This design comes from an exercise in tuning for small area, a short achievable clock period and few clock cycles on the open sky130 flow, not from production work. Function was checked by simulation only, so behaviour that the tests miss may differ from the original. No activity file was given, so power comes from the tool's default toggle rates.

== the baseline ==
==> flow/design.v <==
module rlwe_sampler (
    input  wire        clk,
    input  wire        rst_n,
    input  wire [1:0]  cfg_mode,
    input  wire [31:0] cfg_q,
    input  wire [4:0]  cfg_frac,
    input  wire [31:0] cfg_mu,
    input  wire [31:0] cfg_sigma,
    input  wire [6:0]  cfg_cdt_len,
    input  wire [31:0] cfg_cdt_offset,
    input  wire        cdt_we,
    input  wire [5:0]  cdt_addr,
    input  wire [31:0] cdt_wdata,
    input  wire        ent_valid,
    output wire        ent_ready,
    input  wire [31:0] ent_data,
    output reg         out_valid,
    output reg         out_reject,
    output reg  [31:0] out_data
);
    localparam M_GSMP = 2'd0;
    localparam M_GCDT = 2'd1;
    localparam M_UNIF = 2'd2;
    function automatic ge32(input [31:0] a, input [31:0] b);
        reg [31:0] g, p;
        integer i, s;
        begin
            g = a & ~b;
            p = a | ~b;
            for (s = 1; s < 32; s = s * 2)
                for (i = 0; i < 32; i = i + 2 * s) begin
                    g[i+2*s-1] = g[i+2*s-1] | (p[i+2*s-1] & g[i+s-1]);
                    p[i+2*s-1] = p[i+2*s-1] & p[i+s-1];
                end
            ge32 = g[31] | p[31];
        end
    endfunction
    reg [1:0]  c_mode;
    reg [31:0] c_q;
    reg [4:0]  c_frac;
    reg [31:0] c_mu;
    reg [31:0] c_sigma;
    reg [6:0]  c_len;
    reg [31:0] c_off;
    always @(posedge clk) begin
        c_mode  <= cfg_mode;
        c_q     <= cfg_q;
        c_frac  <= cfg_frac;
        c_mu    <= cfg_mu;
        c_sigma <= cfg_sigma;
        c_len   <= cfg_cdt_len;
        c_off   <= cfg_cdt_offset;
    end
    reg        we_r;
    reg [5:0]  wa_r;
    reg [31:0] wd_r;
    always @(posedge clk) begin
        we_r <= cdt_we & rst_n;
        wa_r <= cdt_addr;
        wd_r <= cdt_wdata;
    end
    reg [31:0] cdt_lo [0:15];
    always @(posedge clk) begin
        if (we_r && wa_r[5:4] == 2'd0)
            cdt_lo[wa_r[3:0]] <= wd_r;
    end
    reg  [5:0]  ptr;
    reg  [31:0] ring [0:47];
    wire [5:0]  we_e   = wa_r - 6'd16;
    wire [6:0]  we_s0  = {1'b0, we_e} + {1'b0, ptr} + 7'd1;
    wire [5:0]  we_s   = (we_s0 >= 7'd48) ? (we_s0 - 7'd48) : we_s0[5:0];
    wire        we_hi  = we_r && (wa_r[5:4] != 2'd0);
    integer ri;
    always @(posedge clk) begin
        for (ri = 0; ri < 48; ri = ri + 1) begin
            if (we_hi && we_s == ri)
                ring[ri] <= (ri % 2 == 1) ? ~wd_r : wd_r;
            else
                ring[ri] <= ~ring[(ri + 47) % 48];
        end
    end
    always @(posedge clk) begin
        if (!rst_n)
            ptr <= 6'd0;
        else
            ptr <= (ptr == 6'd47) ? 6'd0 : ptr + 6'd1;
    end
    wire [5:0] tap_e = (ptr == 6'd0) ? 6'd0 : 6'd48 - ptr;
    reg        ready;        
    reg        busy;         
    reg        solo;         
    reg        have_low;     
    reg        v1;
    reg [31:0] w1;
    reg        hb1;          
    assign ent_ready = ready;
    wire take      = ent_valid & ready;
    wire wide_live = (cfg_mode == M_UNIF) && cfg_q[31] && (cfg_q[30:0] != 31'd0);
    wire low_take  = take & wide_live & ~have_low;
    function automatic multi33(input [32:0] a);
        reg [32:0] y, m;
        integer i, st;
        begin
            y = a;
            m = 33'd0;
            for (st = 1; st < 33; st = st * 2)
                for (i = 0; i + st < 33; i = i + 2 * st) begin
                    m[i] = m[i] | m[i+st] | (y[i] & y[i+st]);
                    y[i] = y[i] | y[i+st];
                end
            multi33 = m[0];
        end
    endfunction
    function automatic [5:0] low33(input [32:0] a);
        reg [32:0] y;
        reg [5:0]  p [0:32];
        integer i, st;
        begin
            y = a;
            for (i = 0; i < 33; i = i + 1)
                p[i] = i[5:0];
            for (st = 1; st < 33; st = st * 2)
                for (i = 0; i + st < 33; i = i + 2 * st) begin
                    if (!y[i]) p[i] = p[i+st];
                    y[i] = y[i] | y[i+st];
                end
            low33 = p[0];
        end
    endfunction
    wire [32:0] terms_live = {cfg_mu != 32'd0, cfg_sigma};
    wire solo_live = ((cfg_mode == M_GSMP) && multi33(terms_live)) ||
                     ((cfg_mode == M_GCDT) && (cfg_cdt_len > 7'd16));
    reg  [5:0]  tp;          
    reg         it1;         
    reg         yv, yf, yl;
    reg  [65:0] y;
    wire [32:0] terms = {c_mu != 32'd0, c_sigma};
    reg  [32:0] above;
    integer ai;
    always @(*) begin
        for (ai = 0; ai < 33; ai = ai + 1)
            above[ai] = (ai > tp);
    end
    wire [32:0] t_rest = terms & above;
    wire        t_more = (c_mode == M_GSMP) && (t_rest != 33'd0);
    wire [31:0] t_op   = tp[5] ? c_mu : w1;
    wire [4:0]  t_sh   = tp[5] ? c_frac : tp[4:0];
    wire [65:0] t_val  = $signed({{34{t_op[31]}}, t_op}) <<< t_sh;
    reg  [15:0] cdt_hit;
    integer ci;
    always @(*) begin
        for (ci = 0; ci < 16; ci = ci + 1)
            cdt_hit[ci] = (ci < c_len) && ge32(w1, cdt_lo[ci]);
    end
    wire [32:0] two_q_m2 = {c_q[31:1], 2'b00};
    wire        c_wide   = c_q[31] && (c_q[30:0] != 31'd0);
    reg  [31:0] q_smear;
    integer mi;
    always @(*) begin
        q_smear = c_q;
        for (mi = 1; mi < 32; mi = mi * 2)
            q_smear = q_smear | (q_smear >> mi);
    end
    wire [32:0] unif_mask = {q_smear, 1'b1};
    wire [32:0] unif_t  = c_wide ? {hb1, w1} : ({1'b0, w1} & unif_mask);
    wire        unif_rj = (unif_t > two_q_m2);
    wire [33:0] ux = {1'b0, unif_t} - {2'b00, c_q[31:1], 1'b0};    
    wire [31:0] unif_res = ux[33] ? (unif_t[31:0] + 32'd1) : ux[31:0];
    wire        c_unif   = (c_mode == M_UNIF);
    reg  [65:0] s1_val;
    always @(*) begin
        case (c_mode)
            M_GSMP:  s1_val = t_val;
            default: s1_val = {50'd0, cdt_hit};
        endcase
    end
    reg         d_round;     
    reg  [5:0]  d_sh;        
    reg  [1:0]  d_mode;
    always @(posedge clk) begin
        d_round <= (c_mode == M_GSMP) && (c_frac != 5'd0);
        d_sh    <= ((c_mode == M_GSMP) && (c_frac != 5'd0)) ? {c_frac, 1'b0} : 6'd0;
        d_mode  <= c_mode;
    end
    reg         v3, g3, st3;
    reg  [65:0] x3;
    wire [65:0] s2_sum = (yf ? 66'd0 : x3) + y;
    wire [65:0] s2_shr = $signed(s2_sum) >>> d_sh;
    reg  [65:0] s2_gm, s2_sm;    
    integer gi;
    always @(*) begin
        for (gi = 0; gi < 66; gi = gi + 1) begin
            s2_gm[gi] = d_round && (gi == d_sh - 6'd1);
            s2_sm[gi] = d_round && (gi < d_sh - 6'd1);
        end
    end
    wire        s2_g  = |(s2_sum & s2_gm);
    wire        s2_st = |(s2_sum & s2_sm);
    reg  [4:0]  s2_cnt;
    always @(*) begin
        s2_cnt = 5'd0;
        for (ci = 0; ci < 16; ci = ci + 1)
            s2_cnt = s2_cnt + {4'd0, y[ci]};
    end
    wire        inc = g3 & (st3 | x3[0]);
    wire signed [65:0] cx = $signed({{34{c_off[31]}}, c_off}) + $signed({61'd0, x3[4:0]});
    wire signed [65:0] r3 = (d_mode == M_GCDT) ? cx : $signed(x3) + $signed({65'd0, inc});
    wire        c_long = (c_mode == M_GCDT) && (c_len > 7'd16);
    wire        r_hi0  = (r3[65:32] == 34'd0);
    wire        r_hi1  = (r3[65:32] == {34{1'b1}});
    wire [32:0] r_pq   = {1'b0, r3[31:0]} + {1'b0, c_q};
    wire        pos_ok = r_hi0 && (r3[31:0] < c_q);
    wire        neg_ok = r_hi1 && r_pq[32] && (r_pq[31:0] != 32'd0);
    wire        fast_ok = (pos_ok | neg_ok) & ~c_long;
    wire [31:0] fast_res = r3[65] ? r_pq[31:0] : r3[31:0];
    wire        slow_start = v3 & ~fast_ok;
    localparam R_SCAN = 2'd0, R_ADD = 2'd1, R_RED = 2'd2, R_FIN = 2'd3;
    reg  [1:0]  rs;
    reg         rneg;
    reg  [63:0] rmag;
    reg  [31:0] rrem;
    reg  [6:0]  rcnt;
    reg  [5:0]  scnt;
    wire        tap_hit = ({1'b0, tap_e} < c_len - 7'd16) && ge32(w1, ring[0]);
    wire [63:0] rsum  = rmag + {58'd0, scnt};
    wire [63:0] rbits = rmag ^ {64{rneg}};
    wire [32:0] rsh   = {rrem, rbits[63]};
    wire [32:0] rsub  = rsh - {1'b0, c_q};
    wire        rskip = (rrem == 32'd0) && (rbits[63:56] == 8'd0) && (rcnt > 7'd8);
    wire [31:0] rres  = rneg ? (c_q + ~rrem) : rrem;
    reg busy_n, solo_n, emit;
    always @(*) begin
        emit   = 1'b0;
        busy_n = busy;
        if (!busy) begin
            if ((v3 && fast_ok) || (v1 && c_unif)) emit = 1'b1;
            if (slow_start) busy_n = 1'b1;
        end else if (rs == R_FIN) begin
            emit   = 1'b1;
            busy_n = 1'b0;
        end
        solo_n = solo;
        if (emit) solo_n = 1'b0;
        if (take && solo_live) solo_n = 1'b1;
    end
    always @(posedge clk) begin
        if (!rst_n) begin
            ready     <= 1'b1;
            busy      <= 1'b0;
            solo      <= 1'b0;
            have_low  <= 1'b0;
            v1        <= 1'b0;
            it1       <= 1'b0;
            yv        <= 1'b0;
            v3        <= 1'b0;
            out_valid <= 1'b0;
        end else begin
            ready <= ~busy_n & ~solo_n;
            busy  <= busy_n;
            solo  <= solo_n;
            if (!busy) begin
                if (take) begin
                    if (!(wide_live && have_low))
                        w1 <= ent_data;
                    hb1 <= ent_data[0];
                    if (wide_live)
                        have_low <= ~have_low;
                end
                y   <= s1_val;
                yf  <= ~it1;
                if (v1 && t_more) begin
                    it1 <= 1'b1;
                    tp  <= low33(t_rest);
                    yv  <= 1'b1;
                    yl  <= 1'b0;
                end else begin
                    it1 <= 1'b0;
                    tp  <= low33(terms_live);
                    yv  <= v1 & ~c_unif;
                    yl  <= 1'b1;
                    v1  <= take & ~low_take;
                end
                v3  <= yv & yl;
                g3  <= 1'b0;
                st3 <= 1'b0;
                case (d_mode)
                    M_GSMP: begin
                        if (yl) begin
                            x3  <= s2_shr;
                            g3  <= s2_g;
                            st3 <= s2_st;
                        end else
                            x3  <= s2_sum;
                    end
                    default: x3 <= {61'd0, s2_cnt};
                endcase
                out_valid  <= emit;
                rs   <= c_long ? R_SCAN : R_RED;
                rmag <= r3[63:0];
                rneg <= r3[65];
                scnt <= 6'd0;
                rcnt <= c_long ? 7'd47 : 7'd64;
            end else begin
                out_valid  <= emit;
                case (rs)
                    R_SCAN: begin
                        if (tap_hit) scnt <= scnt + 6'd1;
                        rcnt <= rcnt - 7'd1;
                        if (rcnt == 7'd0) rs <= R_ADD;
                    end
                    R_ADD: begin
                        rmag <= rsum;
                        rneg <= rsum[63];
                        rcnt <= 7'd64;
                        rs   <= R_RED;
                    end
                    R_RED: begin
                        if (rskip) begin
                            rmag <= {rmag[55:0], 8'd0};
                            rcnt <= rcnt - 7'd8;
                        end else begin
                            rmag <= {rmag[62:0], 1'b0};
                            rcnt <= rcnt - 7'd1;
                            if (rcnt == 7'd1)
                                rs <= R_FIN;
                        end
                    end
                    default: ;
                endcase
            end
        end
    end
    always @(posedge clk) begin
        out_reject <= ~busy & c_unif & unif_rj;
        out_data   <= busy ? rres : (c_unif ? unif_res : fast_res);
        rrem       <= (busy && rs == R_RED && !rskip) ? (rsub[32] ? rsh[31:0] : rsub[31:0]) : 32'd0;
    end
endmodule
==> flow/config.mk <==
export PLATFORM = sky130hd
export DESIGN_NAME = rlwe_sampler
export DESIGN_NICKNAME = rlwe_sampler
export VERILOG_FILES = /design/flow/design.v
export SDC_FILE = /design/flow/constraint.sdc
export NUM_CORES = 4
export LEC_CHECK = 0
export ABC_CLOCK_PERIOD_IN_PS = 5000
export CAP_MARGIN = 20
export CORE_MARGIN = 2
export CORE_UTILIZATION = 55
export SLEW_MARGIN = 20
==> flow/constraint.sdc <==
create_clock -name core_clock -period 25.0 [get_ports {clk}]
set_input_delay 5.0000 -clock core_clock [delete_from_list [all_inputs] [get_ports {clk}]]
set_output_delay 5.0000 -clock core_clock [all_outputs]
set_load 0.01 [all_outputs]
standard.sh (not shown) runs the stock make flow with config.mk's settings and CLKGATE_MAP_FILE= SYNTH_SCRIPT=/design/flow/synth_recipe.tcl, a recipe that flattens the netlist after the stock synthesis.
==> flow/flow/run.sh <==
#!/bin/bash
# The standard ORFS flow (the standard.sh: its synthesis, floorplan,
# placement, CTS and routing unchanged), with repair_timing asked for a
# larger setup margin so that it sizes and buffers the critical paths for
# a shorter achieved period.  The clock and constraints are the design's.
set -uo pipefail
bash standard.sh SETUP_SLACK_MARGIN=19 finish > standard.log 2>&1
Testbench counts of the baseline, summed over its fixed seeds: cycles 8,812.
#### Input delta (the candidate over the baseline)
--- a/flow/design.v
+++ b/flow/design.v
@@ -129,13 +129,13 @@
     endfunction
     wire [32:0] terms_live = {cfg_mu != 32'd0, cfg_sigma};
     wire solo_live = ((cfg_mode == M_GSMP) && multi33(terms_live)) ||
                      ((cfg_mode == M_GCDT) && (cfg_cdt_len > 7'd16));
     reg  [5:0]  tp;          
     reg         it1;         
-    reg         yv, yf, yl;
+    reg         yv, yf, yl, yrj;
     reg  [65:0] y;
     wire [32:0] terms = {c_mu != 32'd0, c_sigma};
     reg  [32:0] above;
     integer ai;
     always @(*) begin
         for (ai = 0; ai < 33; ai = ai + 1)
@@ -161,31 +161,30 @@
         for (mi = 1; mi < 32; mi = mi * 2)
             q_smear = q_smear | (q_smear >> mi);
     end
     wire [32:0] unif_mask = {q_smear, 1'b1};
     wire [32:0] unif_t  = c_wide ? {hb1, w1} : ({1'b0, w1} & unif_mask);
     wire        unif_rj = (unif_t > two_q_m2);
-    wire [33:0] ux = {1'b0, unif_t} - {2'b00, c_q[31:1], 1'b0};    
-    wire [31:0] unif_res = ux[33] ? (unif_t[31:0] + 32'd1) : ux[31:0];
-    wire        c_unif   = (c_mode == M_UNIF);
+    wire [65:0] ux = $signed({33'd0, unif_t}) - $signed({34'd0, c_q[31:1], 1'b0});
     reg  [65:0] s1_val;
     always @(*) begin
         case (c_mode)
             M_GSMP:  s1_val = t_val;
-            default: s1_val = {50'd0, cdt_hit};
+            M_GCDT:  s1_val = {50'd0, cdt_hit};
+            default: s1_val = ux;
         endcase
     end
     reg         d_round;     
     reg  [5:0]  d_sh;        
     reg  [1:0]  d_mode;
     always @(posedge clk) begin
         d_round <= (c_mode == M_GSMP) && (c_frac != 5'd0);
         d_sh    <= ((c_mode == M_GSMP) && (c_frac != 5'd0)) ? {c_frac, 1'b0} : 6'd0;
         d_mode  <= c_mode;
     end
-    reg         v3, g3, st3;
+    reg         v3, rj3, g3, st3;
     reg  [65:0] x3;
     wire [65:0] s2_sum = (yf ? 66'd0 : x3) + y;
     wire [65:0] s2_shr = $signed(s2_sum) >>> d_sh;
     reg  [65:0] s2_gm, s2_sm;    
     integer gi;
     always @(*) begin
@@ -210,13 +209,13 @@
     wire        r_hi1  = (r3[65:32] == {34{1'b1}});
     wire [32:0] r_pq   = {1'b0, r3[31:0]} + {1'b0, c_q};
     wire        pos_ok = r_hi0 && (r3[31:0] < c_q);
     wire        neg_ok = r_hi1 && r_pq[32] && (r_pq[31:0] != 32'd0);
     wire        fast_ok = (pos_ok | neg_ok) & ~c_long;
     wire [31:0] fast_res = r3[65] ? r_pq[31:0] : r3[31:0];
-    wire        slow_start = v3 & ~fast_ok;
+    wire        slow_start = v3 & ~rj3 & ~fast_ok;
     localparam R_SCAN = 2'd0, R_ADD = 2'd1, R_RED = 2'd2, R_FIN = 2'd3;
     reg  [1:0]  rs;
     reg         rneg;
     reg  [63:0] rmag;
     reg  [31:0] rrem;
     reg  [6:0]  rcnt;
@@ -230,13 +229,13 @@
     wire [31:0] rres  = rneg ? (c_q + ~rrem) : rrem;
     reg busy_n, solo_n, emit;
     always @(*) begin
         emit   = 1'b0;
         busy_n = busy;
         if (!busy) begin
-            if ((v3 && fast_ok) || (v1 && c_unif)) emit = 1'b1;
+            if (v3 && (rj3 || fast_ok)) emit = 1'b1;
             if (slow_start) busy_n = 1'b1;
         end else if (rs == R_FIN) begin
             emit   = 1'b1;
             busy_n = 1'b0;
         end
         solo_n = solo;
@@ -264,47 +263,53 @@
                         w1 <= ent_data;
                     hb1 <= ent_data[0];
                     if (wide_live)
                         have_low <= ~have_low;
                 end
                 y   <= s1_val;
+                yrj <= (c_mode == M_UNIF) && unif_rj;
                 yf  <= ~it1;
                 if (v1 && t_more) begin
                     it1 <= 1'b1;
                     tp  <= low33(t_rest);
                     yv  <= 1'b1;
                     yl  <= 1'b0;
                 end else begin
                     it1 <= 1'b0;
                     tp  <= low33(terms_live);
-                    yv  <= v1 & ~c_unif;
+                    yv  <= v1;
                     yl  <= 1'b1;
                     v1  <= take & ~low_take;
                 end
                 v3  <= yv & yl;
+                rj3 <= yrj;
                 g3  <= 1'b0;
                 st3 <= 1'b0;
                 case (d_mode)
                     M_GSMP: begin
                         if (yl) begin
                             x3  <= s2_shr;
                             g3  <= s2_g;
                             st3 <= s2_st;
                         end else
                             x3  <= s2_sum;
                     end
-                    default: x3 <= {61'd0, s2_cnt};
+                    M_GCDT:  x3 <= {61'd0, s2_cnt};
+                    default: x3 <= y;
                 endcase
                 out_valid  <= emit;
+                out_reject <= rj3;
+                out_data   <= fast_res;
                 rs   <= c_long ? R_SCAN : R_RED;
                 rmag <= r3[63:0];
                 rneg <= r3[65];
+                rrem <= 32'd0;
                 scnt <= 6'd0;
                 rcnt <= c_long ? 7'd47 : 7'd64;
             end else begin
-                out_valid  <= emit;
+                out_valid <= emit;
                 case (rs)
                     R_SCAN: begin
                         if (tap_hit) scnt <= scnt + 6'd1;
                         rcnt <= rcnt - 7'd1;
                         if (rcnt == 7'd0) rs <= R_ADD;
                     end
@@ -316,23 +321,22 @@
                     end
                     R_RED: begin
                         if (rskip) begin
                             rmag <= {rmag[55:0], 8'd0};
                             rcnt <= rcnt - 7'd8;
                         end else begin
+                            rrem <= rsub[32] ? rsh[31:0] : rsub[31:0];
                             rmag <= {rmag[62:0], 1'b0};
                             rcnt <= rcnt - 7'd1;
                             if (rcnt == 7'd1)
                                 rs <= R_FIN;
                         end
                     end
-                    default: ;
+                    default: begin
+                        out_reject <= 1'b0;
+                        out_data   <= rres;
+                    end
                 endcase
             end
         end
     end
-    always @(posedge clk) begin
-        out_reject <= ~busy & c_unif & unif_rj;
-        out_data   <= busy ? rres : (c_unif ? unif_res : fast_res);
-        rrem       <= (busy && rs == R_RED && !rskip) ? (rsub[32] ? rsh[31:0] : rsub[31:0]) : 32'd0;
-    end
 endmodule
## What came out
Final weighted congestion of routability-driven global placement in the candidate vs the baseline: up 1.1%
On area of all placed cells without fillers, the baseline tracks the candidate almost exactly.
The total power in the candidate was higher than what the baseline gave.
Changes observed in the candidate relative to the baseline: non-clock buffer count lower; flop-to-flop setup slack lower.
A end of the critical path of out_data[2] is what the candidate shows, while out_data[22] belongs to the baseline.
Testbench counts of the candidate, summed over its fixed seeds: cycles 8,986.

[static timing again, ports no longer ideal]
The flow's constraints put no driver on any port. The routed layouts listed below were extracted and timed again, unchanged, in two steps.
Step 1: set_driving_cell puts a clkbuf_16 on clk and a buf_2 on each other input, an assumption about the parent block.
Step 2 adds t to the input delays and takes it off the output delays; t is the mean of the earliest and latest rising clock arrival at the registers after step 1. Input paths then give back, and output paths get back, about the clock's delay inside the block.
Slacks: no drivers / after step 1 / after step 2; pairs: no drivers / after step 1.
| run | t (ns) | setup slack, ns | worst data-port slew with drivers (ns) | pins driven straight from the clock port |
|---|---|---|---|---|
| the baseline | 0.988 | 18.572 / 18.478 / 17.805 | 0.20 | 1 |
| the candidate | 0.989 | 18.544 / 18.444 / 17.823 | 0.27 | 1 |
After both steps every run listed still meets setup and hold. For the baseline, which loses most, drivers alone change the setup slack by -0.094 ns; drivers and shift together by -0.767 ns.
